Background: an optimization exercise with open tools, aiming at small area, a short achievable clock period and few clock cycles. Do not read the settings as production practice. In this exercise RTL edits were held to simulation tests only and were not proved equivalent to the original. Power and IR drop assume default switching activity.

Design gfd, start of the top module:
module gfd (
    input  wire        clk,
    input  wire        rst,
    input  wire        cmd_valid,
    output wire        cmd_ready,
    input  wire [15:0] cmd,
    input  wire        h_req,
    input  wire        h_we,
    input  wire [9:0]  h_addr,
    input  wire [7:0]  h_wdata,
    output reg  [7:0]  h_rdata,
    output wire        h_ready,
    output wire        busy,
    output wire        fault
);
==> flow/config.mk <==
export PLATFORM = sky130hd
export DESIGN_NAME = gfd
export DESIGN_NICKNAME = gfd
export VERILOG_FILES = /design/flow/design.v
export SDC_FILE = /design/flow/constraint.sdc
export NUM_CORES = 8
export LEC_CHECK = 0
export ABC_AREA = 0
export CAP_MARGIN = 60
export CORE_MARGIN = 2
export CORE_UTILIZATION = 35
export CTS_CLUSTER_DIAMETER = 80
export CTS_CLUSTER_SIZE = 20
export PLACE_DENSITY = 0.65
export SETUP_SLACK_MARGIN = 5
export SLEW_MARGIN = 60
export SYNTH_HIERARCHICAL = 1
export TNS_END_PERCENT = 5
==> flow/constraint.sdc <==
create_clock -name core_clock -period 12.0 [get_ports {clk}]
set_input_delay 2.4000 -clock core_clock [delete_from_list [all_inputs] [get_ports {clk}]]
set_output_delay 2.4000 -clock core_clock [all_outputs]
set_load 0.01 [all_outputs]
run.sh (not shown) runs the stock make flow with config.mk's settings and CLKGATE_MAP_FILE= SYNTH_SCRIPT=/design/flow/synth_recipe.tcl, a recipe that flattens the netlist after the stock synthesis.
The starting point ran to the end with no violations.
Testbench counts at the start, summed over its fixed seeds: cycles 57,500.
Edit:
Settings changed: CAP_MARGIN 60 to 40, CTS_CLUSTER_DIAMETER 80 to 90, CTS_CLUSTER_SIZE 20 to 24, SLEW_MARGIN 60 to 40.
After rerunning:
- clock-buffer cell count falls by 58
- setup slack improved by 0.050 ns
- via count falls slightly
- routed wire length falls slightly
- flip-flop and latch count does not change
- maximum frequency rises slightly
- core utilization falls by 1.1 points
- register-to-register slack got worse by 0.28 ns
- clock skew rises by 0.059 ns
- final area falls by a few percent
Edit:
Settings changed: CTS_CLUSTER_DIAMETER 90 to 80, CTS_CLUSTER_SIZE 24 to 20.
Result: The changed run passed the timing, DRC and antenna checks. Utilization is about the same. Non-clock buffer count goes down by 60. Maximum frequency goes down by about 0.6%. Power goes up by 3.7%. Worst setup slack gets worse by 0.051 ns. Wire length stays flat. Cell count hardly moves.

* * *

Another version of the RTL of gfd (not shown whole).
Size in the first run: ~180000 um^2 of cells after synthesis.
clock: 12.0 ns
lec_check: 0
abc_area: 0
cap_margin: 60
core_margin: 2
core_utilization: 35
cts_cluster_diameter: 80
cts_cluster_size: 20
place_density: 0.5
setup_slack_margin: 5
slew_margin: 60
synth_hierarchical: 1
tns_end_percent: 5
Testbench counts at the start, summed over its fixed seeds: cycles 57,500.
Next try:
- CAP_MARGIN: 60 -> 40
- PLACE_DENSITY: 0.5 -> 0.65
- SLEW_MARGIN: 60 -> 40
What happened:
- setup slack gets better by 0.11 ns
- wire length decreases by 7.8%
- synthesized cell count is unchanged
- die area is unchanged
- register-to-register slack gets worse by 0.59 ns
- total power decreases by about 3%
Next try:
- CAP_MARGIN: 40 -> 60
- SLEW_MARGIN: 40 -> 60
Wire length climbs by 0.44%; via count rose by 1.0%; final area came out higher by 2.0%; power rose by 0.64%; critical path depth rises by 3; core utilization goes up by 0.81 points; die area does not change; setup slack gains 0.091 ns; count of clock-buffer cells in the layout rises by 8; synthesized area stays the same.

* * *

## juniper
Another version of the RTL of gfd (not shown whole).
Size in the first run: ~11000 cells after synthesis, about 4400 flip-flops, ~51 I/O pins, ~0.18 mm2 of cells after synthesis.
clock: 12.0 ns
lec_check: 0
abc_area: 0
cap_margin: 60
core_margin: 2
core_utilization: 35
place_density: 0.5
setup_slack_margin: 5
slew_margin: 60
synth_hierarchical: 1
Testbench counts of juniper, summed over its fixed seeds: cycles 58,011.
The following lists how pepper was set up differently from juniper:
Settings: swapping 60 for 20 in CAP_MARGIN; swapping 0.5 for 0.45 in PLACE_DENSITY; swapping 60 for 20 in SLEW_MARGIN; swapping 35 for 30 in CORE_UTILIZATION.
Notes after the runs:
Cell count after placement was lower in the run labelled juniper.
pepper: full flow OK, the timing, DRC and antenna checks passed
Final setup slack of the worst path: pepper worse than juniper
Relative to juniper, the routed wire length of pepper is higher by 50000 um.
Startpoint of the worst setup timing path: h_addr[5] -> pepper, h_addr[6] -> juniper
pepper against juniper: first-iteration DRC count dropped 186, sequential fraction of design power fell by 0.9 points.

-- what the ideal ports hide --
The results above use ideal ports. As a check the final layouts listed here were re-extracted and re-timed, cells and wires unchanged. Step 1 assumes that a clkbuf_16 drives the clock port and a buf_2 every other input. Step 2 times the ports against the registers' clock, not the clock port: input delays grow and output delays shrink by t, the midpoint of the rising clock arrivals with the driver on. a / b / c = ideal / step 1 / step 2; a / b = the first two.
run | shift t [ns] | slack for setup (ns) | hold slack, ns | clock arrival spread, ns | slew at the worst register clock pin (ns)
the first run of note 1 | 1.079 | 3.612 / 3.258 / 3.258 | 0.465 / 0.465 / 0.465 | 0.086 / 0.086 | 0.10 / 0.10
the second run of note 1 | 1.107 | 3.661 / 3.349 / 2.977 | 0.457 / 0.457 / 0.457 | 0.145 / 0.145 | 0.11 / 0.11
the third run of note 1 | 1.073 | 3.610 / 3.335 / 3.011 | 0.456 / 0.456 / 0.456 | 0.103 / 0.103 | 0.10 / 0.10
the first run of note 2 | 1.123 | 3.471 / 3.106 / 3.106 | 0.484 / 0.484 / 0.484 | 0.087 / 0.087 | 0.09 / 0.09
the second run of note 2 | 1.079 | 3.580 / 3.116 / 2.657 | 0.455 / 0.455 / 0.455 | 0.078 / 0.078 | 0.10 / 0.10
the third run of note 2 | 1.078 | 3.671 / 3.162 / 3.138 | 0.455 / 0.455 / 0.455 | 0.075 / 0.076 | 0.10 / 0.10
juniper | 1.161 | 3.279 / 2.856 / 2.856 | 0.459 / 0.459 / 0.459 | 0.080 / 0.080 | 0.07 / 0.07
pepper | 1.147 | 2.741 / 2.273 / 2.273 | 0.467 / 0.467 / 0.467 | 0.073 / 0.073 | 0.07 / 0.07
After both steps setup and hold are still met in every run listed. For the second run of note 2, which loses most, drivers alone change the setup slack by -0.464 ns; drivers and shift together by -0.923 ns.
